What follows belongs to an exercise in optimizing a design on an open flow for small area, a short achievable clock period and few clock cycles per item; a production flow would make more cautious choices.
The RTL was checked by simulation tests, not by an equivalence proof against the original design.
Power and IR drop assume default switching activity.

==> 04-13: inputs <==
// curve_tangler
module curve_tangler (
    input  wire        clk,
    input  wire        rst,         
    input  wire        cmd_valid,
    output wire        cmd_ready,
    input  wire [1:0]  cmd_op,
    input  wire [63:0] cmd_arg,
    output wire        rsp_valid,
    input  wire        rsp_ready,
    output wire [63:0] rsp_data
);
Settings: LEC_CHECK=0, ABC_AREA=1, CAP_MARGIN=20, CORE_MARGIN=2, CORE_UTILIZATION=40, GPL_ROUTABILITY_DRIVEN=1, GPL_TIMING_DRIVEN=1, PLACE_DENSITY=0.6, SLEW_MARGIN=20; clock period 10.0 ns.
standard.sh (not shown) runs the stock make flow with config.mk's settings and CLKGATE_MAP_FILE= SYNTH_SCRIPT=/design/flow/synth_recipe.tcl, a recipe that flattens the netlist after the stock synthesis.
==> flow/flow/run.sh <==
#!/bin/bash
# The standard layout, with these changes to how it is made:
#  - if flow/abc_area.script exists, ABC maps the logic with it
#  - the setup repair aims at the slack margin in flow/margin.txt
#  - the port buffers are sky130_fd_sc_hd__buf_2
# Registers, constraints and clock period are those of the standard flow.
set -euo pipefail
MARGIN=$(cat flow/margin.txt)
rm -rf scripts_x
cp -r "$FLOW_HOME/scripts" scripts_x
if [[ -f flow/abc_area.script ]]; then
  cp flow/abc_area.script scripts_x/abc_area.script
fi
bash standard.sh "SCRIPTS_DIR=$PWD/scripts_x" "SETUP_SLACK_MARGIN=$MARGIN" \
  "BUFFER_PORTS_ARGS=-buffer_cell sky130_fd_sc_hd__buf_2" finish > flow_make.log 2>&1
==> flow/flow/margin.txt <==
5
==> 06-04 (differences from 04-13) <==
Settings changed: CORE_UTILIZATION 40 to 55, PLACE_DENSITY 0.6 to 0.75.
==> summary.txt <==
|  | 06-04 | 04-13 |
|---|---|---|
| Drt pass-1 iters | 7 | 6 |
| Detail Placement HPWL | 28.9 mm | 30.5 mm |
| Final Hold Slack | 1.02 ns | 0.913 ns |
| Slew @ Worst Pin | 0.690 ns | 0.704 ns |
| Share of the final layout cell area in multi-input gates | 59.8% | 59.4% |
| Critical path arrival | 2.92 ns | 2.98 ns |
| Setup Buffers After CTS | 10 | 9 |
| Worst r2r dst | r_m[13] | r_m[7] |
| Logic depth of the worst setup path including buffers | 16 | 17 |
| Run status | no timing/DRC/antenna violations | no timing/DRC/antenna violations |
| Largest net degree at the start of global routing | 69 | 80 |
| Clock group | 316 uW | 292 uW |
| PostCTS Resize Cnt | 38 | 31 |
| Layout net count | 2224 | 2210 |
| Count of inverters not on the clock network in the layout | 298 | 299 |
| Clock network fraction of total power | 14.1% | 13.2% |
| GR Util met1 | 48.2% | 36.7% |
| Wire length on met1 | 17.4 mm | 19.1 mm |
| Register-to-register path setup slack | 8.28 ns | 8.30 ns |
| Worst IR drop on VDD | 0.0000779 V | 0.0000991 V |
Testbench counts of 04-13, summed over its fixed seeds: cycles 8,008, items 8,000.
Testbench counts of 06-04, summed over its fixed seeds: cycles 8,008, items 8,000.

========
==> inputs of v39 <==
curve_tangler, a different RTL version from the one above (not shown whole).
export LEC_CHECK = 0
export ABC_AREA = 1
export CAP_MARGIN = 20
export CORE_MARGIN = 2
export CORE_UTILIZATION = 40
export GPL_ROUTABILITY_DRIVEN = 1
export GPL_TIMING_DRIVEN = 1
export PLACE_DENSITY = 0.6
export SLEW_MARGIN = 20
create_clock -name core_clock -period 10.0 [get_ports {clk}]
==> flow/flow/run.sh <==
#!/bin/bash
set -euo pipefail
MARGIN=$(cat flow/margin.txt)
bash standard.sh "SETUP_SLACK_MARGIN=$MARGIN" "BUFFER_PORTS_ARGS=-buffer_cell sky130_fd_sc_hd__buf_2" finish > flow_make.log 2>&1
==> flow/flow/margin.txt <==
5.5
==> v15: changes against v39 <==
==> flow/flow/run.sh (replaced) <==
#!/bin/bash
# The standard layout, with these changes to how it is made:
#  - if flow/abc_area.script exists, ABC maps the logic with it
#  - the setup repair aims at the slack margin in flow/margin.txt
#  - the port buffers are sky130_fd_sc_hd__buf_2
# Registers, constraints and clock period are those of the standard flow.
set -euo pipefail
MARGIN=$(cat flow/margin.txt)
rm -rf scripts_x
cp -r "$FLOW_HOME/scripts" scripts_x
if [[ -f flow/abc_area.script ]]; then
  cp flow/abc_area.script scripts_x/abc_area.script
fi
bash standard.sh "SCRIPTS_DIR=$PWD/scripts_x" "SETUP_SLACK_MARGIN=$MARGIN" \
  "BUFFER_PORTS_ARGS=-buffer_cell sky130_fd_sc_hd__buf_2" finish > flow_make.log 2>&1
==> flow/flow/margin.txt (replaced) <==
5
Settings changed: ABC_CLOCK_PERIOD_IN_PS set to 2500.
==> summary of the runs <==
Against v39, the critical path depth of v15 is lower by 2.
Between v15 and v39, the lower fmax is in v15 (gap about 1%, measured against v39).
Die area is the same in v15 and v39.
Between v15 and v39, the lower global-route usage is in v15 (gap 3.9 points).
In v15 the cell count is lower than in v39, by 3.1%.
Between v15 and v39, the lower core utilization is in v15 (gap 6.3 points).
In v15 the setup slack is worse than in v39, by 52 ps.
Count of clock-buffer cells in the layout is the same in v39 and v15.
In v39 the design area is higher than in v15, by 13%.
Clock skew: v39 is higher than v15 (3.3 ps).
==> figures <==
| quantity | v39 | v15 |
|---|---|---|
| Outcome | finished clean | finished clean |
| HPWL reported at the end of detailed placement | 34.33 mm | 34.08 mm |
| Ratio of cells with drive above 1 in the final layout | 28.82% | 18.29% |
| NonClk Buf Share | 12.25% | 8.393% |
| Upper clock frequency limit | 207.5 MHz | 205.3 MHz |
| Global-route wire length before repair | 75.47 mm | 66.25 mm |
| Post-Layout Cell Count | 2723 | 2638 |
| Top layer used by detailed routing | met5 | met4 |
| Number of cells after detailed placement | 2581 | 2583 |
| Via total after detailed routing | 14910 | 14110 |
| Wire length on met1 | 22.23 mm | 20.56 mm |
| Antenna violations before repair | 2 | 0 |
| Max Fanout on Critical Path | 10 | 21 |
| Clock network power | 362 uW | 356 uW |
| Cell at the slowest stage of the critical path | sky130_fd_sc_hd__bufbuf_16 | sky130_fd_sc_hd__xor2_1 |
| Core utilization of the finished layout | 54.31% | 48.04% |
| Reg2Reg Capture Point | r_o[26] | r_o[20] |
| Worst Hold Slack | 1027 ps | 734.7 ps |
| Number of global-route vias before repair | 13280 | 12060 |
| PD cells | 168.3 nW/um^2 | 172.2 nW/um^2 |
| Total iterations of the first detailed-routing run | 7 | 5 |
| Largest stage delay on the critical path | 280 ps | 260 ps |
Testbench counts of v39, summed over its fixed seeds: cycles 8,008, items 8,000.
Testbench counts of v15, summed over its fixed seeds: cycles 8,008, items 8,000.

========
==> run C <==
Another version of the RTL of curve_tangler (not shown whole).
export LEC_CHECK = 0
export ABC_AREA = 1
export CAP_MARGIN = 20
export CORE_MARGIN = 2
export CORE_UTILIZATION = 40
export GPL_ROUTABILITY_DRIVEN = 1
export GPL_TIMING_DRIVEN = 1
export PLACE_DENSITY = 0.6
export SLEW_MARGIN = 20
create_clock -name core_clock -period 10.0 [get_ports {clk}]
==> flow/flow/run.sh <==
#!/bin/bash
# The standard layout, with these changes to how it is made:
#  - if flow/abc_area.script exists, ABC maps the logic with it
#  - the setup repair aims at the slack margin in flow/margin.txt
#  - the port buffers are sky130_fd_sc_hd__buf_1
# Registers, constraints and clock period are those of the standard flow.
set -euo pipefail
MARGIN=$(cat flow/margin.txt)
rm -rf scripts_x
cp -r "$FLOW_HOME/scripts" scripts_x
if [[ -f flow/abc_area.script ]]; then
  cp flow/abc_area.script scripts_x/abc_area.script
fi
bash standard.sh "SCRIPTS_DIR=$PWD/scripts_x" "SETUP_SLACK_MARGIN=$MARGIN" \
  "BUFFER_PORTS_ARGS=-buffer_cell sky130_fd_sc_hd__buf_1" finish > flow_make.log 2>&1
==> flow/flow/margin.txt <==
4.9
==> run K: changes against run C <==
==> flow/flow/margin.txt (replaced) <==
4.95
- CORE_UTILIZATION: 40 -> 50
- PLACE_DENSITY: 0.6 -> 0.7
==> run P: changes against run C <==
==> flow/flow/margin.txt (replaced) <==
4.8
==> run Y: changes against run C <==
==> flow/flow/run.sh (replaced) <==
#!/bin/bash
# The standard layout, with these changes to how it is made:
#  - synthesis maps the logic between the registers and the rsp_data outputs
#    with flow/abc_post.script (ABC area mapping, amap), and the rest of the
#    logic with the standard ABC area script (flow/patch_synth.py)
#  - the setup repair aims at the slack margin in flow/margin.txt
#  - the port buffers are sky130_fd_sc_hd__buf_1
# Registers, constraints and clock period are those of the standard flow.
# make's output goes to flow_make.log; each step's log is under orfs/logs.
set -euo pipefail
MARGIN=$(cat flow/margin.txt)
rm -rf scripts_x
cp -r "$FLOW_HOME/scripts" scripts_x
cp flow/abc_post.script scripts_x/abc_post.script
python3 flow/patch_synth.py scripts_x > patch_synth.log 2>&1
bash standard.sh "SCRIPTS_DIR=$PWD/scripts_x" "SETUP_SLACK_MARGIN=$MARGIN" \
  "BUFFER_PORTS_ARGS=-buffer_cell sky130_fd_sc_hd__buf_1" finish > flow_make.log 2>&1
==> flow/flow/abc_post.script (new file) <==
strash
dch
amap -m
topo
stime -c
buffer -c
upsize -c
dnsize -c
==> flow/flow/margin.txt (replaced) <==
4.85
==> flow/flow/patch_synth.py (new file) <==
#!/usr/bin/env python3
"""Patch a copy of ORFS's scripts/synth.tcl: map the logic between the
registers and the rsp_data outputs with flow/abc_post.script (area mapping)
before the usual ABC call maps the rest of the logic with the standard script.
usage: patch_synth.py SCRIPTS_DIR"""
import sys
p = sys.argv[1] + "/synth.tcl"
s = open(p).read()
a = """  log_cmd abc {*}$abc_args
} else {"""
b = """  # the logic from the registers to the response outputs is mapped for area
  # with abc_post.script; the rest of the logic with the standard script
  select -set post_cone o:rsp_data %ci*:-sky130_fd_sc_hd__edfxtp_1:-sky130_fd_sc_hd__dfxtp_1
  select -set post_gates @post_cone t:\\$_* %i
  puts "post-register gates mapped for area: [llength [split [string trim [tee -q -s result.string select -list @post_gates]] "\\n"]]"
  set abc_args_post [lreplace $abc_args 1 1 $::env(SCRIPTS_DIR)/abc_post.script]
  log_cmd abc {*}$abc_args_post @post_gates
  log_cmd abc {*}$abc_args
} else {"""
if s.count(a) != 1:
    sys.exit("patch_synth.py: anchor not found in " + p)
open(p, "w").write(s.replace(a, b))
==> notes <==
Against run C, the core utilization of run P is lower by 0.78 points. Critical path depth: run Y is higher than run K (1). Against run K, the clock skew of run C is lower by 0.0057 ns. Wire length: run K < run P < run Y < run C. In run Y the worst setup slack is lower than in run K, by 0.15 ns. In count of clock-buffer cells in the layout, run K and run C do not differ. In run Y the area after synthesis is smaller than in run P, by about 4.6%. Against run P, the via count of run Y is larger by about 2%. Between run Y and run C, the lower combinational power is in run Y (gap about 9%, measured against run C). The lowest fmax belongs to run P, the highest to run K.
==> figures <==
metric                                                               run Y           run P           run C           run K
Ratio of cells with drive above 1 in the final layout              0.07953         0.07797         0.08602         0.08290
Post-Place Worst Slack                                            3.922 ns        3.558 ns        3.558 ns        4.220 ns
Hold_ws                                                          0.9781 ns       0.8985 ns       0.9026 ns        1.148 ns
Chip Width                                                        173.8 um        177.8 um        177.8 um        159.5 um
Net Sw Frac                                                         0.4835          0.4947          0.4956          0.4869
Num tapcells                                                           384             390             390             319
Seq group                                                         0.538 mW        0.531 mW        0.529 mW        0.525 mW
Data arrival, critical path                                        2.98 ns         3.03 ns         2.85 ns         2.83 ns
Vias                                                                13.36k          13.09k          13.24k          13.39k
Portion of total power attributed to sequential cells                0.266           0.255           0.252           0.250
Result of the run                                           finished clean  finished clean  finished clean  finished clean
All-Layer GR Usage                                                  0.2490          0.2484          0.2485          0.2798
Unrepaired setup endpoints after global routing                        yes              no             yes             yes
Post-layout min period                                            4.981 ns        5.031 ns        4.847 ns        4.826 ns
Clock latency on the worst-skew pair                               0.34 ns         0.33 ns         0.33 ns         0.34 ns
Placer congestion estimate                                          0.9209          0.9292          0.9292          0.9846
Count of buffers added by post-CTS timing repair for setup               0               2               2               2
Average cell area after synthesis                                5.975 um2       5.931 um2       5.931 um2       5.931 um2
Cell internal power dissipation                                   1.045 mW        1.050 mW        1.058 mW        1.078 mW
Sequential share of cell area                                       0.1886          0.1832          0.1800          0.1825
Area used by multi-input combinational logic                      7829 um2        8229 um2        8274 um2        8252 um2
Maximum clock frequency                                          200.8 MHz       198.8 MHz       206.3 MHz       207.2 MHz
Testbench counts of run C, summed over its fixed seeds: cycles 8,008, items 8,000.
Testbench counts of run K, summed over its fixed seeds: cycles 8,008, items 8,000.
Testbench counts of run P, summed over its fixed seeds: cycles 8,008, items 8,000.
Testbench counts of run Y, summed over its fixed seeds: cycles 8,008, items 8,000.

-- static timing again, ports no longer ideal --
The results above use ideal ports. As a check the final layouts listed here were re-extracted and re-timed, cells and wires unchanged. Step 1 (the two cells are an assumption about what drives the block):
set clk [get_ports {clk}]
set_driving_cell -lib_cell sky130_fd_sc_hd__clkbuf_16 $clk
set_driving_cell -lib_cell sky130_fd_sc_hd__buf_2 [delete_from_list [all_inputs] $clk]
Step 2 moves the port delays by t, midway between the first and last clock arrival at a register: inputs arrive t later, outputs are due t later. That takes back most of the time a late clock gives input paths. Slacks: ideal / step 1 / step 2; pairs: ideal / step 1.
run	t (ns)	setup WS [ns]	worst setup path after step 2	worst register clock-pin slew, ns
04-13	0.373	5.022 / 4.979 / 4.762	input to register	0.07 / 0.07
06-04	0.378	5.084 / 5.038 / 4.758	input to register	0.08 / 0.08
v39	0.416	5.182 / 5.022 / 4.606	input to register	0.09 / 0.09
v15	0.404	5.130 / 4.946 / 4.541	input to register	0.08 / 0.08
run C	0.370	5.153 / 5.111 / 4.757	input to register	0.06 / 0.06
run K	0.371	5.174 / 5.134 / 4.841	input to register	0.07 / 0.07
run P	0.370	4.969 / 4.928 / 4.761	input to register	0.06 / 0.06
run Y	0.376	5.019 / 4.978 / 4.770	input to register	0.07 / 0.07
After both steps setup and hold are still met in every run listed. The setup slack of v15, which loses most, moves by -0.184 ns with the drivers and by -0.589 ns with both steps.
